Context: an optimization exercise on an open-source flow, tuned for small area. The choices shown serve that exercise and are no tape-out recipe. Only simulation tests tie the RTL to the original design; equivalence was not proved. Power and IR drop assume default switching activity.

==> job 9894 <==
==> flow/design.v (excerpt) <==
module adsb_encoder (
    input  wire         clk,
    input  wire         rst,
    input  wire         in_valid,
    output wire         in_ready,
    input  wire [1:0]   op,
    input  wire [23:0]  icao,
    input  wire [2:0]   ca,
    input  wire [4:0]   tc,
    input  wire [1:0]   ss,
    input  wire         nicsb,
    input  wire         tbit,
    input  wire         surface,
    input  wire [31:0]  alt,       
    input  wire [31:0]  lat,       
    input  wire [31:0]  lon,       
    input  wire [63:0]  name,      
    input  wire [87:0]  msg,       
    output wire         out_valid,
    input  wire         out_ready,
    output wire [111:0] frame_e,   
    output wire [111:0] frame_o,
    output wire [7:0]   diag,
    output wire [23:0]  crc,
    output wire         err
);
clock: 34.0 ns
lec_check: 0
cap_margin: 20
core_margin: 2
core_utilization: 30
place_density: 0.5
slew_margin: 20
standard.sh (not shown) runs the stock make flow with config.mk's settings and CLKGATE_MAP_FILE= SYNTH_SCRIPT=/design/flow/synth_recipe.tcl, a recipe that flattens the netlist after the stock synthesis.
==> flow/flow/run.sh <==
#!/bin/bash
# The standard layout (standard.sh) with three changes to how it is made:
#  - Yosys maps the logic with flow/abc_map.script, an area-oriented ABC
#    script, in place of ORFS's delay-oriented abc_speed.script (a copy of
#    ORFS's scripts folder with only that file replaced); the synthesis is
#    otherwise ORFS's, as synth_recipe.tcl runs it;
#  - buffer_ports buffers every input and output port with
#    sky130_fd_sc_hd__buf_1, the smallest buffer;
#  - clock tree synthesis clusters up to 14 registers per leaf buffer
#    (sky130_fd_sc_hd__clkbuf_8) and adds no dummy loads.
# Each tool's output stays in ORFS's own logs; standard.sh's output goes to
# standard.log.
set -e
rm -rf scripts_area
cp -r "$FLOW_HOME/scripts" scripts_area
cp flow/abc_map.script scripts_area/abc_speed.script
export SCRIPTS_DIR="$PWD/scripts_area"
export BUFFER_PORTS_ARGS="-buffer_cell sky130_fd_sc_hd__buf_1"
export CTS_ARGS="-sink_clustering_enable -repair_clock_nets -sink_clustering_size 14 -sink_clustering_max_diameter 60 -buf_list sky130_fd_sc_hd__clkbuf_8 -dont_use_dummy_load"
bash standard.sh > standard.log 2>&1
==> flow/flow/abc_map.script <==
&get -n
&st
&dch
&nf -R 1000
&st
&dch
&nf -R 1000
&st
&dch
&nf -R 1000
&put
dnsize -c
==> job 2496 (differences from job 9894) <==
--- a/flow/design.v
+++ b/flow/design.v
@@ -115,41 +115,36 @@
     output wire [111:0] frame_o,
     output wire [7:0]   diag,
     output wire [23:0]  crc,
     output wire         err
 );
     localparam [1:0] S_IDLE = 2'd0, S_RUN = 2'd1, S_DONE = 2'd2;
-    localparam [2:0] P_SAR = 3'd0, P_ALT = 3'd1, P_XZ = 3'd2, P_YZ = 3'd3,
-                     P_CRCO = 3'd4, P_XFER = 3'd5, P_CRCE = 3'd6;
-    localparam [7:0]  CRC_LAST = 8'd124;         
+    localparam [2:0] P_SAR = 3'd0, P_ALT = 3'd1, P_XZ = 3'd2, P_YZ = 3'd3, P_CRC = 3'd4;
+    localparam [7:0]  CRC_LAST = 8'd225;         
     localparam [23:0] G1   = 24'hFFFA04;         
-    localparam [23:0] CINJ = 24'h2BCE14;         
+    localparam [23:0] CINJ = 24'h9A8044;         
     reg [1:0]   state;
     reg [2:0]   phase;
     reg [7:0]   step;
     reg [1:0]   op_r;
-    wire [5:0]  C    = CO[13:8];   
-    wire [4:0]  A    = CO[18:14];  
-    wire        sgn  = CO[19];     
-    wire        surf = CO[20];     
-    wire        st   = CO[21];     
-    wire        nbw  = CO[22];     
+    reg         surf, sgn;
+    reg [5:0]   C;           
+    reg [4:0]   A;           
+    reg         nbw;         
+    reg         st;          
     reg [106:24] E;
     reg [57:24]  O;
     reg [23:0]   CE, CO;
     assign in_ready = (state == S_IDLE);
     wire accept = in_valid & in_ready;
     wire run = (state == S_RUN);
     wire pS = run & (phase == P_SAR);
     wire pA = run & (phase == P_ALT);
     wire pX = run & (phase == P_XZ);
     wire pY = run & (phase == P_YZ);
-    wire pCo = run & (phase == P_CRCO);
-    wire pXf = run & (phase == P_XFER);
-    wire pCe = run & (phase == P_CRCE);
-    wire pC  = pCo | pCe;
+    wire pC = run & (phase == P_CRC);
     wire is_op0 = (op_r == 2'd0);
     function ge(input [7:0] v, input [7:0] k);
         integer b;
         reg r;
         begin
             r = 1'b1;
@@ -164,17 +159,17 @@
     wire s_le87 = ~ge(step, 8'd88);
     wire [1:0] f_hi = step[3:2] - 2'd1;
     wire [3:0] f = {f_hi, step[1:0]};
     wire in_alt = ge(step, 8'd36) & ~ge(step, 8'd48);
     wire nstep  = pA & in_alt & (step != 8'd40) & (step != 8'd42);
     wire e_rot = pA | pX | pY | (pC & s_le82);
-    wire o_rot = ((pS | pY | pCo) & s_le33) | (pX & ~ge(step, 8'd68))
+    wire o_rot = ((pS | pY | pC) & s_le33) | (pX & ~ge(step, 8'd68))
                | (pA & ge(step, 8'd36) & ~ge(step, 8'd72) & (step != 8'd40) & (step != 8'd42))
-               | (pCe & (op_r == 2'd2) & ~s_le82 & s_le87);
+               | (pC & (op_r == 2'd2) & ~s_le82 & s_le87);
     wire aux_rot = pS | (pY & (surf ? ge(step, 8'd6) : ge(step, 8'd2)) & s_le33);
-    wire clr     = (pY & ~s_le33) | pXf;
+    wire clr     = pY & ~s_le33;
     wire wr = is_op0 & (nstep | (pX & s_le16) | (pY & ge(step, 8'd17) & s_le33));
     wire mact = (pA & ge(step, 8'd68)) | (pA & in_alt) | (pX & s_le16) | (pY & ge(step, 8'd2) & s_le33);
     wire kl4  = (pA & ~ge(step, 8'd72)) | (pY & ~ge(step, 8'd6));
     wire xraw = pY ? CE[0] : (surf ? E[35] : E[39]);
     wire xm   = (pA & in_alt) ? u_bit : xraw & ~(surf & kl4);
     wire rnd  = (pA & ((step == 8'd82) | (step == 8'd39) | (step == 8'd43))) | (pY & (step == 8'd16));
@@ -187,12 +182,13 @@
     wire thr_bit;
     adsb_nl u_nl (.k(C), .i(bi), .t(thr_bit));
     wire a_bit = CE[0] ^ sgn;              
     wire st_p  = (bi == 5'd0) ? ~sgn : st;  
     wire st_n  = (a_bit ^ thr_bit) ? thr_bit : st_p;
     wire acc_ok = st_n & ~(&C[5:2]);       
+    wire [2:0] bpos = 3'd5 - step[7:5];
     wire [4:0] a_p  = (step == 8'd0) ? 5'd0 : A;
     wire [5:0] a_h6 = {1'b0, a_p} + (a_p[0] ? 6'd25 : 6'd0);
     wire [4:0] a_h  = a_h6[5:1];
     wire [5:0] a_sum = {1'b0, a_h} + (O[24] ? ((bi == 5'd31) ? 6'd2 : 6'd23) : 6'd0);
     wire [5:0] a_red = (a_sum >= 6'd25) ? a_sum - 6'd25 : a_sum;
     wire r_bit = (f == 4'd0) ? A[0] : (f == 4'd1) ? A[1] : (f == 4'd2) ? A[2] :
@@ -201,14 +197,14 @@
     wire nbw_p = ~first & nbw;
     wire u_bit = O[24] ^ r_bit ^ nbw_p;
     wire nbw_n = (~O[24] & (r_bit | nbw_p)) | (r_bit & nbw_p);
     wire df   = (step == 8'd83) | (step == 8'd87);
     wire b_e  = s_le82 ? E[24] : s_le87 ? ((op_r == 2'd2) ? O[24] : df) : 1'b0;
     wire b_o  = s_le33 ? O[24] : (step == 8'd34) ? 1'b1 : s_le82 ? E[24] : s_le87 ? df : 1'b0;
-    wire b_in = pCo ? b_o : b_e;
-    wire [23:0] ce_l = {1'b0, CE[23:1]} ^ (CE[0] ? G1 : 24'd0) ^ (b_in ? CINJ : 24'd0);
+    wire [23:0] ce_l = {1'b0, CE[23:1]} ^ (CE[0] ? G1 : 24'd0) ^ (b_e ? CINJ : 24'd0);
+    wire [23:0] co_l = {1'b0, CO[23:1]} ^ (CO[0] ? G1 : 24'd0) ^ (b_o ? CINJ : 24'd0);
     wire [47:0] raw_chars;
     wire [33:0] ld_o_id;
     genvar gi;
     generate
         for (gi = 0; gi < 8; gi = gi + 1) begin : g_chr
             assign raw_chars[6*gi +: 6] = name[8*gi +: 6];
@@ -218,15 +214,16 @@
     wire [5:0] cw = E[29:24];
     wire c_letter = ~O[24] & O[25] & (cw[4:0] != 5'd0) & (cw[4:0] <= 5'd26);
     wire c_digit  = ~O[24] & ~O[25] & cw[5] & cw[4] & (cw[3:0] <= 4'd9);
     wire c_valid  = c_letter | c_digit;
     wire c_bad    = ~(c_valid | ({O[24], O[25], cw} == 8'h5F));
     reg  [2:0] m6;           
+    reg        c_vr, c_lr;   
     wire c_b0 = (m6 == 3'd0);
     wire c_b5 = (m6 == 3'd5);
-    wire c_code = c_b5 ? ~nbw : (E[24] & (c_b0 ? c_valid : st));   
+    wire c_code = c_b5 ? ~c_lr : (E[24] & (c_b0 ? c_valid : c_vr));
     wire wrc = (op_r == 2'd1) & pX & ~ge(step, 8'd48);
     wire [82:0] ld_pos = {ca, icao, tc, ss, nicsb,
                           raw_chars[47:43], 1'b0, raw_chars[41], 1'b1, raw_chars[39:36],
                           tbit, 1'b0, raw_chars[33:32], lon};
     wire [82:0] ld_id  = {ca, icao, 8'b00001000, raw_chars};
     wire s_msg = accept & op[1];
@@ -242,20 +239,20 @@
     wire [33:0] o_ring = {(wr & ~pA) ? mq : (wrc & c_b0) ? c_bad : O[24], O[57:25]};
     wire [33:0] o_next = ({34{accept}} & O_ALT & {2'b00, alt})
                        | ({34{s_pos}} & ~O_ALT & {2'b00, alt})
                        | ({34{s_id}} & ld_o_id)
                        | ({34{s_msg}} & {29'd0, msg[87:83]})
                        | ({34{s_keep}} & o_ring);
-    wire last = pS ? (step == 8'd191) : pC ? (step == CRC_LAST) : pXf ? (step == 8'd23) : (step == 8'd82);
+    wire last = pS ? (step == 8'd191) : pC ? (step == CRC_LAST) : (step == 8'd82);
     always @(posedge clk) begin
         if (rst) begin
             state <= S_IDLE;
         end else begin
             case (state)
                 S_IDLE: if (in_valid) state <= (op == 2'd3) ? S_DONE : S_RUN;
-                S_RUN:  if (pCe & last) state <= S_DONE;
+                S_RUN:  if (pC & last) state <= S_DONE;
                 default: if (out_ready) state <= S_IDLE;
             endcase
         end
     end
     always @(posedge clk) begin
         if (accept) begin
@@ -267,57 +264,55 @@
                 step  <= 8'd0;
             end else begin
                 step <= step + 8'd1;
             end
         end
     end
+    integer j;
     always @(posedge clk) begin
-        if (accept)
+        if (accept) begin
             op_r <= op;
+            surf <= surface;
+            sgn  <= lat[31];
+            C    <= 6'b100000;
+        end
+        if (pS) begin
+            st <= st_n;
+            if (bi == 5'd31)
+                for (j = 0; j < 6; j = j + 1)
+                    if (j == bpos) C[j] <= acc_ok;
+                    else if (j + 1 == bpos) C[j] <= 1'b1;
+        end
+        if (pS & (step[7:5] == 3'd0))
+            A <= a_red[4:0];
+        if (pX & c_b0) begin
+            c_vr <= c_valid;
+            c_lr <= c_letter;
+        end
         m6 <= (pX & ~c_b5) ? m6 + 3'd1 : 3'd0;
+        if (nstep) begin
+            nbw <= nbw_n;
+        end
     end
-    integer j;
     always @(posedge clk) begin
         if (accept | e_rot)
             E <= e_next;
         if (accept | o_rot)
             O <= o_next;
         if (accept) begin
             CE <= lat[23:0];
             CO[7:0] <= lat[31:24];
         end else if (pC) begin
             CE <= ce_l;
+            CO <= co_l;
         end else if (aux_rot) begin
             CE <= {CO[0], CE[23:1]};
             CO[7:0] <= {CE[0], CO[7:1]};
         end else if (clr) begin
-            CE <= {1'b0, CE[23:1]};
-        end
-        if (pXf) begin
-            CO <= {CE[0], CO[23:1]};
-        end else begin
-            if (accept) begin
-                CO[13:8] <= 6'b100000;
-                CO[19]   <= lat[31];
-                CO[20]   <= surface;
-            end
-            if (pS) begin
-                CO[21] <= st_n;
-                if (bi == 5'd31)
-                    for (j = 0; j < 6; j = j + 1)
-                        if (step[7:5] == 5 - j) CO[8 + j] <= acc_ok;           
-                        else if (step[7:5] == 4 - j) CO[8 + j] <= 1'b1;   
-            end
-            if (pS & (step[7:5] == 3'd0))
-                CO[18:14] <= a_red[4:0];
-            if (pX & c_b0) begin
-                CO[21] <= c_valid;
-                CO[22] <= c_letter;
-            end
-            if (nstep)
-                CO[22] <= nbw_n;
+            CE <= {CO[0], CE[23:1]};
+            CO <= {1'b0, CO[23:1]};
         end
     end
     assign out_valid = (state == S_DONE);
     assign frame_e   = {5'b10001, E, CE};
     assign frame_o   = {5'b10001, E[106:59], 1'b1, O, CO};
     assign crc       = CE;
==> flow/flow/run.sh (replaced) <==
#!/bin/bash
# The standard layout (standard.sh) with three changes to how it is made:
#  - Yosys maps the logic with flow/abc_map.script, an area-oriented ABC
#    script, in place of ORFS's delay-oriented abc_speed.script (a copy of
#    ORFS's scripts folder with only that file replaced); the synthesis is
#    otherwise ORFS's, as synth_recipe.tcl runs it;
#  - buffer_ports buffers every input and output port with
#    sky130_fd_sc_hd__buf_1, the smallest buffer;
#  - clock tree synthesis clusters up to 12 registers per leaf buffer
#    (sky130_fd_sc_hd__clkbuf_8) and adds no dummy loads.
# Each tool's output stays in ORFS's own logs; standard.sh's output goes to
# standard.log.
set -e
rm -rf scripts_area
cp -r "$FLOW_HOME/scripts" scripts_area
cp flow/abc_map.script scripts_area/abc_speed.script
export SCRIPTS_DIR="$PWD/scripts_area"
export BUFFER_PORTS_ARGS="-buffer_cell sky130_fd_sc_hd__buf_1"
export CTS_ARGS="-sink_clustering_enable -repair_clock_nets -sink_clustering_size 12 -sink_clustering_max_diameter 50 -buf_list sky130_fd_sc_hd__clkbuf_8 -dont_use_dummy_load"
bash standard.sh > standard.log 2>&1
==> flow/flow/abc_map.script (replaced) <==
&get -n
&dch
&nf -R 1000
&st
&dch
&nf -R 1000
&put
dnsize -c
==> job 2155 (differences from job 9894) <==
--- a/flow/design.v
+++ b/flow/design.v
@@ -124,18 +124,17 @@
     localparam [23:0] G1   = 24'hFFFA04;         
     localparam [23:0] CINJ = 24'h2BCE14;         
     reg [1:0]   state;
     reg [2:0]   phase;
     reg [7:0]   step;
     reg [1:0]   op_r;
-    wire [5:0]  C    = CO[13:8];   
-    wire [4:0]  A    = CO[18:14];  
-    wire        sgn  = CO[19];     
-    wire        surf = CO[20];     
-    wire        st   = CO[21];     
-    wire        nbw  = CO[22];     
+    reg         surf, sgn;
+    reg [5:0]   C;           
+    reg [4:0]   A;           
+    reg         nbw;         
+    reg         st;          
     reg [106:24] E;
     reg [57:24]  O;
     reg [23:0]   CE, CO;
     assign in_ready = (state == S_IDLE);
     wire accept = in_valid & in_ready;
     wire run = (state == S_RUN);
@@ -187,12 +186,13 @@
     wire thr_bit;
     adsb_nl u_nl (.k(C), .i(bi), .t(thr_bit));
     wire a_bit = CE[0] ^ sgn;              
     wire st_p  = (bi == 5'd0) ? ~sgn : st;  
     wire st_n  = (a_bit ^ thr_bit) ? thr_bit : st_p;
     wire acc_ok = st_n & ~(&C[5:2]);       
+    wire [2:0] bpos = 3'd5 - step[7:5];
     wire [4:0] a_p  = (step == 8'd0) ? 5'd0 : A;
     wire [5:0] a_h6 = {1'b0, a_p} + (a_p[0] ? 6'd25 : 6'd0);
     wire [4:0] a_h  = a_h6[5:1];
     wire [5:0] a_sum = {1'b0, a_h} + (O[24] ? ((bi == 5'd31) ? 6'd2 : 6'd23) : 6'd0);
     wire [5:0] a_red = (a_sum >= 6'd25) ? a_sum - 6'd25 : a_sum;
     wire r_bit = (f == 4'd0) ? A[0] : (f == 4'd1) ? A[1] : (f == 4'd2) ? A[2] :
@@ -267,18 +267,38 @@
                 step  <= 8'd0;
             end else begin
                 step <= step + 8'd1;
             end
         end
     end
+    integer j;
     always @(posedge clk) begin
-        if (accept)
+        if (accept) begin
             op_r <= op;
+            surf <= surface;
+            sgn  <= lat[31];
+            C    <= 6'b100000;
+        end
+        if (pS) begin
+            st <= st_n;
+            if (bi == 5'd31)
+                for (j = 0; j < 6; j = j + 1)
+                    if (j == bpos) C[j] <= acc_ok;
+                    else if (j + 1 == bpos) C[j] <= 1'b1;
+        end
+        if (pS & (step[7:5] == 3'd0))
+            A <= a_red[4:0];
+        if (pX & c_b0) begin
+            st  <= c_valid;
+            nbw <= c_letter;
+        end
         m6 <= (pX & ~c_b5) ? m6 + 3'd1 : 3'd0;
+        if (nstep) begin
+            nbw <= nbw_n;
+        end
     end
-    integer j;
     always @(posedge clk) begin
         if (accept | e_rot)
             E <= e_next;
         if (accept | o_rot)
             O <= o_next;
         if (accept) begin
@@ -288,36 +308,13 @@
             CE <= ce_l;
         end else if (aux_rot) begin
             CE <= {CO[0], CE[23:1]};
             CO[7:0] <= {CE[0], CO[7:1]};
         end else if (clr) begin
             CE <= {1'b0, CE[23:1]};
-        end
-        if (pXf) begin
-            CO <= {CE[0], CO[23:1]};
-        end else begin
-            if (accept) begin
-                CO[13:8] <= 6'b100000;
-                CO[19]   <= lat[31];
-                CO[20]   <= surface;
-            end
-            if (pS) begin
-                CO[21] <= st_n;
-                if (bi == 5'd31)
-                    for (j = 0; j < 6; j = j + 1)
-                        if (step[7:5] == 5 - j) CO[8 + j] <= acc_ok;           
-                        else if (step[7:5] == 4 - j) CO[8 + j] <= 1'b1;   
-            end
-            if (pS & (step[7:5] == 3'd0))
-                CO[18:14] <= a_red[4:0];
-            if (pX & c_b0) begin
-                CO[21] <= c_valid;
-                CO[22] <= c_letter;
-            end
-            if (nstep)
-                CO[22] <= nbw_n;
+            if (pXf) CO <= {CE[0], CO[23:1]};
         end
     end
     assign out_valid = (state == S_DONE);
     assign frame_e   = {5'b10001, E, CE};
     assign frame_o   = {5'b10001, E[106:59], 1'b1, O, CO};
     assign crc       = CE;
==> flow/flow/run.sh (replaced) <==
#!/bin/bash
# The standard layout (standard.sh) with three changes to how it is made:
#  - Yosys maps the logic with flow/abc_map.script, an area-oriented ABC
#    script, in place of ORFS's delay-oriented abc_speed.script (a copy of
#    ORFS's scripts folder with only that file replaced); the synthesis is
#    otherwise ORFS's, as synth_recipe.tcl runs it;
#  - buffer_ports buffers every input and output port with
#    sky130_fd_sc_hd__buf_1, the smallest buffer;
#  - clock tree synthesis clusters up to 17 registers per leaf buffer
#    (sky130_fd_sc_hd__clkbuf_8) and adds no dummy loads.
# Each tool's output stays in ORFS's own logs; standard.sh's output goes to
# standard.log.
set -e
rm -rf scripts_area
cp -r "$FLOW_HOME/scripts" scripts_area
cp flow/abc_map.script scripts_area/abc_speed.script
export SCRIPTS_DIR="$PWD/scripts_area"
export BUFFER_PORTS_ARGS="-buffer_cell sky130_fd_sc_hd__buf_1"
export CTS_ARGS="-sink_clustering_enable -repair_clock_nets -sink_clustering_size 17 -sink_clustering_max_diameter 70 -buf_list sky130_fd_sc_hd__clkbuf_8 -dont_use_dummy_load"
bash standard.sh > standard.log 2>&1
==> results.txt <==
Wire length: job 2155 is smaller than job 9894 (11%).
Synthesized cell count: job 2496 is higher than job 9894 (1.7%).
The highest die area belongs to job 2496, the lowest to job 9894.
Sequential power, highest first: job 2155, job 9894, job 2496.
Job 2496 went through all stages and came out clean. Job 9894 finished clean. Job 2155 finished clean.
The lowest area after synthesis belongs to job 9894, the highest to job 2496.
Register-to-register slack, lowest first: job 2496, job 9894, job 2155.
The lowest sequential share of layout area belongs to job 9894, the highest to job 2155.

static timing again, ports no longer ideal:
How much do the figures lean on ideal ports? The routed layouts below were timed once more, with nothing changed but the port constraints.
Step 1 assumes that a clkbuf_16 drives the clock port and a buf_2 every other input.
Step 2 also shifts input and output timing later by t, the mid clock arrival at the registers, as if the neighbouring blocks saw the same clock.
Slacks: ideal ports / drivers / drivers and shift; pairs: ideal ports / drivers.
run | t, ns | slack for setup (ns) | worst setup path at the end | worst register clock-pin slew, ns
job 9894 | 0.567 | 24.491 / 24.518 / 23.952 | input to register | 0.12 / 0.12
job 2496 | 0.638 | 24.828 / 24.845 / 24.207 | input to register | 0.09 / 0.09
job 2155 | 0.595 | 25.443 / 25.400 / 24.805 | input to register | 0.11 / 0.11
After both steps setup and hold are still met in every run listed. The setup slack of job 2155, which loses most, moves by -0.043 ns with the drivers and by -0.638 ns with both steps.
